From an optimization exercise on the open Yosys and OpenROAD flow, aimed at small area, a short achievable clock period and few clock cycles per item; shortcuts taken in it are not production practice. Where RTL was checked, it was by simulation tests only, not by an equivalence proof against the original. Power is estimated from default activity; no workload was simulated.

==> flow/design.v <==
module vesc_fext (
    input  wire       clk,
    input  wire       rst,
    input  wire       in_valid,
    input  wire [7:0] in_data,
    input  wire       in_last,
    output wire       in_ready,
    output wire       out_valid,
    output wire [7:0] out_data,
    output wire       out_last,
    output wire       out_found,
    output wire [6:0] out_len,
    input  wire       out_ready
);
    function [15:0] crc_step;
        input [15:0] c;
        input [7:0]  b;
        reg   [15:0] t;
        begin
            t = {c[7:0], c[15:8]};
            t = t ^ {8'h00, b};
            t = t ^ {12'h000, t[7:4]};
            t = t ^ {t[3:0], 12'h000};
            t = t ^ {3'b000, t[7:0], 5'b00000};
            crc_step = t;
        end
    endfunction
    reg  [1023:0] ring;
    reg  [6:0]    T, T1;     
    wire [7:0]    r127 = ring[1023:1016];
    wire [7:0]    r126 = ring[1015:1008];
    wire [7:0]    tap  = ring[1007:1000];
    reg        iv;           
    reg        iw;           
    reg        ie;           
    reg        il;           
    reg [7:0]  id;
    always @(posedge clk)
        ring <= {ring[1015:0], iw ? id : r127};
    reg        dv;           
    reg        dbig, dovf;
    reg        bf;           
    reg        bsel;         
    wire [6:0] bL, bp;
    wire       rescan = dv & dovf & ~bf & ~dbig;
    wire       push   = dv & ~rescan;
    wire       pfound = bf & ~dbig;
    wire [6:0] pL     = pfound ? bL : 7'd0;
    wire       pF     = pfound & (bL != 7'd0);
    reg [3:0]  v;            
    reg [3:0]  qf, qF;       
    reg [6:0]  qL0, qL1, qL2, qL3;
    reg [6:0]  qp0, qp1, qp2, qp3;
    reg [3:0]  mr;           
    reg [6:0]  left;         
    reg        lz;           
    reg        ov;           
    wire       F0 = v[0] & qF[0];
    wire       F1 = v[1] & qF[1];
    wire       F2 = v[2] & qF[2];
    wire       F3 = v[3] & qF[3];
    wire       avail = v[0] & (~qF[0] | mr[0]);
    wire       lastb = ~qF[0] | lz;
    wire       ld    = ~ov | out_ready;
    wire       take  = ld & avail;
    wire       pop   = take & lastb;
    wire       cap   = take & F0;
    wire       busyT = F0 ? mr[0] : F1 ? mr[1] : F2 ? mr[2] : F3 & mr[3];
    wire       sfree = ~busyT | cap;
    reg        in_ready_r;
    reg        inbuf;        
    reg [7:0]  rem;          
    reg        big_acc;      
    reg [6:0]  jd;           
    reg        jbad;         
    reg [2:0]  owed;         
    reg        ovf;          
    reg        rs;           
    wire xfer   = in_valid & in_ready_r;
    wire nb127  = inbuf & (iv ? (rem == 8'hFE) : (rem == 8'hFD));
    wire start  = xfer & ~inbuf;
    wire [2:0] owed_n = owed + {2'b00, start} - {2'b00, pop};
    wire o0 = (owed == 3'd0), o1 = (owed == 3'd1), o3 = (owed < 3'd3), o4 = ~owed[2];
    wire z_ns  = pop ? o1 : o0;
    wire lt_ns = pop | o4;
    wire lt_s  = pop ? o4 : o3;
    wire al    = (jd == 7'd0);
    wire jok   = al | ~jbad;
    wire z_x   = inbuf & z_ns;
    wire lt_x  = inbuf ? lt_ns : lt_s;
    wire rdy_x  = in_last ? (~ovf & ~rs & (z_x | (lt_x & sfree & (~big_acc | jok))))
                          : (big_acc | nb127 | sfree);
    wire rdy_nx = big_acc ? 1'b1 :
                  inbuf   ? (al & sfree) :
                  (~ovf & ~rs & (z_ns | (lt_ns & jok & sfree)));
    wire rdy_n  = xfer ? rdy_x : rdy_nx;
    reg        rsw;          
    reg        rsf;          
    reg [6:0]  rs_start;     
    reg [6:0]  rs_last;      
    wire       rs_go   = rsw & (T == rs_start);
    wire       feed    = rs_go | rsf;
    wire       feedend = (T == rs_last);
    always @(posedge clk) begin
        id <= rs ? r126 : in_data;
        il <= rs ? feedend : in_last;
        if (rst) begin
            in_ready_r <= 1'b0;
            iv      <= 1'b0;
            iw      <= 1'b0;
            ie      <= 1'b0;
            inbuf   <= 1'b0;
            big_acc <= 1'b0;
            jd      <= 7'd0;
            jbad    <= 1'b0;
            owed    <= 3'd0;
            rsf     <= 1'b0;
            rsw     <= 1'b0;
        end else begin
            in_ready_r <= rdy_n;
            iv      <= rs ? feed : (xfer & ~big_acc);
            iw      <= xfer & ~big_acc;
            ie      <= xfer & in_last;
            owed    <= owed_n;
            if (xfer) begin
                inbuf   <= ~in_last;
                big_acc <= ~in_last & (big_acc | nb127);
            end
            if (xfer & ~big_acc) begin
                jd   <= 7'd1;
                jbad <= ~sfree;
            end else begin
                jd   <= jd + 7'd1;
                if (jd == 7'd127)
                    jbad <= 1'b0;
                else if (~sfree | (push & rs))
                    jbad <= 1'b1;
            end
            rsf <= feed & ~feedend;
            rsw <= (rsw & ~rs_go) | rescan;
        end
    end
    reg        d1_03, d2_03, d1_00;
    reg [7:0]  ovf_rem;      
    reg        bz0, bz1;     
    reg [15:0] crc0, crc1;
    reg [6:0]  cnt0, cnt1;
    reg [6:0]  L0, L1;
    reg [6:0]  p0s, p1s;     
    reg        o;            
    wire       ev    = iv;
    wire [7:0] eb    = id;
    wire       eend  = rs ? (iv & il) : ie;
    wire       bign  = ie & ~iw;    
    assign bL = bsel ? L1 : L0;
    assign bp = bsel ? p1s : p0s;
    wire t0 = bz0 & (cnt0 == 7'd0);
    wire t1 = bz1 & (cnt1 == 7'd0);
    wire is03 = (eb == 8'h03);
    wire pa0 = ev & t0 & is03 & (crc0 == 16'd0) & ((L0 != 7'd0) | ~il);
    wire pa1 = ev & t1 & is03 & (crc1 == 16'd0) & ((L1 != 7'd0) | ~il);
    wire w1  = pa1 & ~(pa0 & o);              
    wire pany = pa0 | pa1;
    wire cand  = ev & d2_03 & d1_00 & ~rem[7] & (eb <= rem);
    wire aok   = cand & ~bf & ~ovf;
    wire fr0   = ~bz0 | t0;
    wire fr1   = ~bz1 | t1;
    wire al0   = aok & fr0;
    wire al1   = aok & ~fr0 & fr1;
    wire alx   = aok & ~fr0 & ~fr1;
    wire [6:0] Tm1 = T - 7'd1;
    wire [7:0] rem5 = rem + 8'd5;
    always @(posedge clk) begin
        if (ev) begin
            if (bz0 & ~t0) begin crc0 <= crc_step(crc0, eb); cnt0 <= cnt0 - 7'd1; end
            if (bz1 & ~t1) begin crc1 <= crc_step(crc1, eb); cnt1 <= cnt1 - 7'd1; end
            if (al0) begin crc0 <= 16'd0; cnt0 <= eb[6:0] + 7'd2; end
            if (al1) begin crc1 <= 16'd0; cnt1 <= eb[6:0] + 7'd2; end
            if (al0 & ~pa0) begin L0 <= eb[6:0]; p0s <= Tm1; end
            if (al1 & ~pa1) begin L1 <= eb[6:0]; p1s <= Tm1; end
            if (pany) bsel <= w1;
            if (alx) begin
                ovf_rem  <= rem + 8'd2;
                rs_start <= T - 7'd3;
            end
        end
        if (eend & ~rs)
            rs_last <= Tm1;
        if (rst) begin
            rem <= 8'd124;
            d1_03 <= 1'b0; d2_03 <= 1'b0; d1_00 <= 1'b0;
            ovf <= 1'b0; rs <= 1'b0;
            bz0 <= 1'b0; bz1 <= 1'b0; o <= 1'b0; bf <= 1'b0;
            dv <= 1'b0; dbig <= 1'b0; dovf <= 1'b0;
        end else begin
            dv <= eend;
            if (eend) begin
                dbig <= bign;
                dovf <= ovf & ({~rem5[7], rem5[6:0]} <= {~ovf_rem[7], ovf_rem[6:0]});
            end
            if (eend) begin
                rem <= 8'd124;
                d1_03 <= 1'b0; d2_03 <= 1'b0; d1_00 <= 1'b0;
                bz0 <= 1'b0; bz1 <= 1'b0;
                if (pany) bf <= 1'b1;
            end else if (ev) begin
                rem   <= rem - 8'd1;
                d1_03 <= is03;
                d2_03 <= d1_03;
                d1_00 <= (eb == 8'h00);
                if (pany) bf <= 1'b1;
                if (alx & ~pany) ovf <= 1'b1;
                if (al0 & ~pany) bz0 <= 1'b1;
                else if (t0 | (pa1 & ~o)) bz0 <= 1'b0;
                if (al1 & ~pany) bz1 <= 1'b1;
                else if (t1 | (pa0 & o)) bz1 <= 1'b0;
                if (al0) o <= 1'b0;
                if (al1) o <= 1'b1;
            end
            if (dv) begin
                bf  <= 1'b0;
                ovf <= 1'b0;
                rs  <= rescan;
                if (rescan)
                    rem <= ovf_rem;
            end
        end
    end
    reg [7:0] od;
    reg       olast, ofound;
    reg [6:0] olen;
    wire [3:0] pa = {4{push}} & ~v & {v[2:0], 1'b1};
    wire [3:0] pb = {4{push}} & v & ~{1'b0, v[3:1]};
    wire cB  = (bp  == T1);
    wire c0  = (qp0 == T1), c1 = (qp1 == T1), c2 = (qp2 == T1), c3 = (qp3 == T1);
    always @(posedge clk) begin
        if (pop) begin
            if (pb[0]) begin qf[0] <= pfound; qF[0] <= pF; qL0 <= pL; qp0 <= bp; mr[0] <= cB; end
            else       begin qf[0] <= qf[1];  qF[0] <= qF[1]; qL0 <= qL1; qp0 <= qp1; mr[0] <= c1; end
            if (pb[1]) begin qf[1] <= pfound; qF[1] <= pF; qL1 <= pL; qp1 <= bp; mr[1] <= cB; end
            else       begin qf[1] <= qf[2];  qF[1] <= qF[2]; qL1 <= qL2; qp1 <= qp2; mr[1] <= c2; end
            if (pb[2]) begin qf[2] <= pfound; qF[2] <= pF; qL2 <= pL; qp2 <= bp; mr[2] <= cB; end
            else       begin qf[2] <= qf[3];  qF[2] <= qF[3]; qL2 <= qL3; qp2 <= qp3; mr[2] <= c3; end
            if (pb[3]) begin qf[3] <= pfound; qF[3] <= pF; qL3 <= pL; qp3 <= bp; mr[3] <= cB; end
            else mr[3] <= c3;
            left <= pb[0] ? pL - 7'd1 : qL1 - 7'd1;
            lz   <= pb[0] ? (pL == 7'd1) : (qL1 == 7'd1);
        end else begin
            if (pa[0]) begin qf[0] <= pfound; qF[0] <= pF; qL0 <= pL; qp0 <= bp; mr[0] <= cB; end
            else if (cap) begin qp0 <= qp0 + 7'd1; mr[0] <= 1'b1; end
            else mr[0] <= c0;
            if (pa[1]) begin qf[1] <= pfound; qF[1] <= pF; qL1 <= pL; qp1 <= bp; mr[1] <= cB; end
            else mr[1] <= c1;
            if (pa[2]) begin qf[2] <= pfound; qF[2] <= pF; qL2 <= pL; qp2 <= bp; mr[2] <= cB; end
            else mr[2] <= c2;
            if (pa[3]) begin qf[3] <= pfound; qF[3] <= pF; qL3 <= pL; qp3 <= bp; mr[3] <= cB; end
            else mr[3] <= c3;
            if (pa[0]) begin
                left <= pL - 7'd1;
                lz   <= (pL == 7'd1);
            end else if (cap) begin
                left <= left - 7'd1;
                lz   <= (left == 7'd1);
            end
        end
        od     <= ({8{ld & F0}} & tap)   | ({8{~ld}} & od);
        olast  <= (ld & lastb)           | (~ld & olast);
        ofound <= (ld & qf[0])           | (~ld & ofound);
        olen   <= ({7{ld}} & qL0)        | ({7{~ld}} & olen);
        if (rst) begin
            v <= 4'd0; ov <= 1'b0;
            T <= 7'd0; T1 <= 7'd1;
        end else begin
            T  <= T + 7'd1;
            T1 <= T1 + 7'd1;
            v  <= pop ? ({1'b0, v[3:1]} | pb) : (v | pa);
            ov <= (ld & avail) | (~ld & ov);
        end
    end
    assign in_ready  = in_ready_r;
    assign out_valid = ov;
    assign out_data  = od;
    assign out_last  = olast;
    assign out_found = ofound;
    assign out_len   = olen;
endmodule
clock: 10.0 ns
lec_check: 0
cap_margin: 20
core_margin: 2
core_utilization: 40
cts_cluster_diameter: 60
cts_cluster_size: 32
slew_margin: 20
standard.sh (not shown) runs the stock make flow with config.mk's settings and CLKGATE_MAP_FILE= SYNTH_SCRIPT=/design/flow/synth_recipe.tcl, a recipe that flattens the netlist after the stock synthesis.
==> flow/flow/run.sh <==
#!/bin/bash
# Standard layout (standard.sh: the standard flow's synthesis and ORFS flow, unchanged),
# with two repair settings of ORFS passed through the environment:
#  - port buffers use buf_4 instead of the default pick, and
#  - repair_timing aims for a setup slack margin of 7 ns.
# The full make output goes to standard.log here; ORFS's per-step logs are
# under orfs/logs/.
set -euo pipefail
export BUFFER_PORTS_ARGS="-buffer_cell sky130_fd_sc_hd__buf_4"
export SETUP_SLACK_MARGIN=7
bash standard.sh > standard.log 2>&1
The starting point ran to the end with no violations.
Testbench counts at the start, summed over its fixed seeds: cycles 93,964, items 1,280.
Rerun with:
--- a/flow/design.v
+++ b/flow/design.v
@@ -229,39 +229,34 @@
     reg [7:0] od;
     reg       olast, ofound;
     reg [6:0] olen;
-    wire [3:0] pa = {4{push}} & ~v & {v[2:0], 1'b1};
-    wire [3:0] pb = {4{push}} & v & ~{1'b0, v[3:1]};
+    wire [3:0] vn = pop ? {1'b0, v[3:1]} : v;
+    wire [3:0] pk = push ? (vn ^ {vn[2:0], 1'b1}) : 4'd0;
     wire cB  = (bp  == T1);
     wire c0  = (qp0 == T1), c1 = (qp1 == T1), c2 = (qp2 == T1), c3 = (qp3 == T1);
     always @(posedge clk) begin
         if (pop) begin
-            if (pb[0]) begin qf[0] <= pfound; qF[0] <= pF; qL0 <= pL; qp0 <= bp; mr[0] <= cB; end
-            else       begin qf[0] <= qf[1];  qF[0] <= qF[1]; qL0 <= qL1; qp0 <= qp1; mr[0] <= c1; end
-            if (pb[1]) begin qf[1] <= pfound; qF[1] <= pF; qL1 <= pL; qp1 <= bp; mr[1] <= cB; end
-            else       begin qf[1] <= qf[2];  qF[1] <= qF[2]; qL1 <= qL2; qp1 <= qp2; mr[1] <= c2; end
-            if (pb[2]) begin qf[2] <= pfound; qF[2] <= pF; qL2 <= pL; qp2 <= bp; mr[2] <= cB; end
-            else       begin qf[2] <= qf[3];  qF[2] <= qF[3]; qL2 <= qL3; qp2 <= qp3; mr[2] <= c3; end
-            if (pb[3]) begin qf[3] <= pfound; qF[3] <= pF; qL3 <= pL; qp3 <= bp; mr[3] <= cB; end
-            else mr[3] <= c3;
-            left <= pb[0] ? pL - 7'd1 : qL1 - 7'd1;
-            lz   <= pb[0] ? (pL == 7'd1) : (qL1 == 7'd1);
-        end else begin
-            if (pa[0]) begin qf[0] <= pfound; qF[0] <= pF; qL0 <= pL; qp0 <= bp; mr[0] <= cB; end
-            else if (cap) begin qp0 <= qp0 + 7'd1; mr[0] <= 1'b1; end
+            qf[2:0] <= qf[3:1]; qF[2:0] <= qF[3:1];
+            qL0 <= qL1; qL1 <= qL2; qL2 <= qL3;
+            qp0 <= qp1; qp1 <= qp2; qp2 <= qp3;
+            mr[0] <= c1; mr[1] <= c2; mr[2] <= c3;
+        end else begin
+            if (cap) begin qp0 <= qp0 + 7'd1; mr[0] <= 1'b1; end
             else mr[0] <= c0;
-            if (pa[1]) begin qf[1] <= pfound; qF[1] <= pF; qL1 <= pL; qp1 <= bp; mr[1] <= cB; end
-            else mr[1] <= c1;
-            if (pa[2]) begin qf[2] <= pfound; qF[2] <= pF; qL2 <= pL; qp2 <= bp; mr[2] <= cB; end
-            else mr[2] <= c2;
-            if (pa[3]) begin qf[3] <= pfound; qF[3] <= pF; qL3 <= pL; qp3 <= bp; mr[3] <= cB; end
-            else mr[3] <= c3;
-            if (pa[0]) begin
-                left <= pL - 7'd1;
-                lz   <= (pL == 7'd1);
-            end else if (cap) begin
-                left <= left - 7'd1;
-                lz   <= (left == 7'd1);
-            end
+            mr[1] <= c1; mr[2] <= c2; mr[3] <= c3;
+        end
+        if (pk[0]) begin qf[0] <= pfound; qF[0] <= pF; qL0 <= pL; qp0 <= bp; mr[0] <= cB; end
+        if (pk[1]) begin qf[1] <= pfound; qF[1] <= pF; qL1 <= pL; qp1 <= bp; mr[1] <= cB; end
+        if (pk[2]) begin qf[2] <= pfound; qF[2] <= pF; qL2 <= pL; qp2 <= bp; mr[2] <= cB; end
+        if (pk[3]) begin qf[3] <= pfound; qF[3] <= pF; qL3 <= pL; qp3 <= bp; mr[3] <= cB; end
+        if (pop) begin
+            left <= pk[0] ? pL - 7'd1 : qL1 - 7'd1;
+            lz   <= pk[0] ? (pL == 7'd1) : (qL1 == 7'd1);
+        end else if (cap) begin
+            left <= left - 7'd1;
+            lz   <= (left == 7'd1);
+        end else if (pk[0]) begin
+            left <= pL - 7'd1;
+            lz   <= (pL == 7'd1);
         end
         od     <= ({8{ld & F0}} & tap)   | ({8{~ld}} & od);
         olast  <= (ld & lastb)           | (~ld & olast);
@@ -273,7 +268,7 @@
         end else begin
             T  <= T + 7'd1;
             T1 <= T1 + 7'd1;
-            v  <= pop ? ({1'b0, v[3:1]} | pb) : (v | pa);
+            v  <= vn | pk;
             ov <= (ld & avail) | (~ld & ov);
         end
     end
What happened:
- setup slack is better by 0.029 ns
- global-route usage grows by 0.54 points
- area after synthesis hardly moves
- via count rises by 2.3%
- final area rises by 3.3%
- total power is higher by 4.7%
For the second run of this note, only the layout was checked, not whether the RTL still works.

==> port drivers added, routing unchanged <==
No port has a modelled driver above. Below, the same layouts with a new extraction and two added sets of constraints.
Step 1 assumes that a clkbuf_16 drives the clock port and a buf_2 every other input.
Step 2 also shifts input and output timing later by t, the mid clock arrival at the registers, as if the neighbouring blocks saw the same clock.
Slacks: ideal / step 1 / step 2; pairs: ideal / step 1.
run | t (ns) | setup slack, ns | worst setup path at the end | slew at the worst register clock pin (ns) | worst slew at a driven data input, ns
the first run | 0.699 | 6.738 / 6.675 / 6.343 | input to register | 0.11 / 0.11 | 0.08
the second run | 0.681 | 6.767 / 6.741 / 6.113 | input to register | 0.11 / 0.11 | 0.10
After both steps every run listed still meets setup and hold. The setup slack of the second run, which loses most, moves by -0.026 ns with the drivers and by -0.654 ns with both steps.
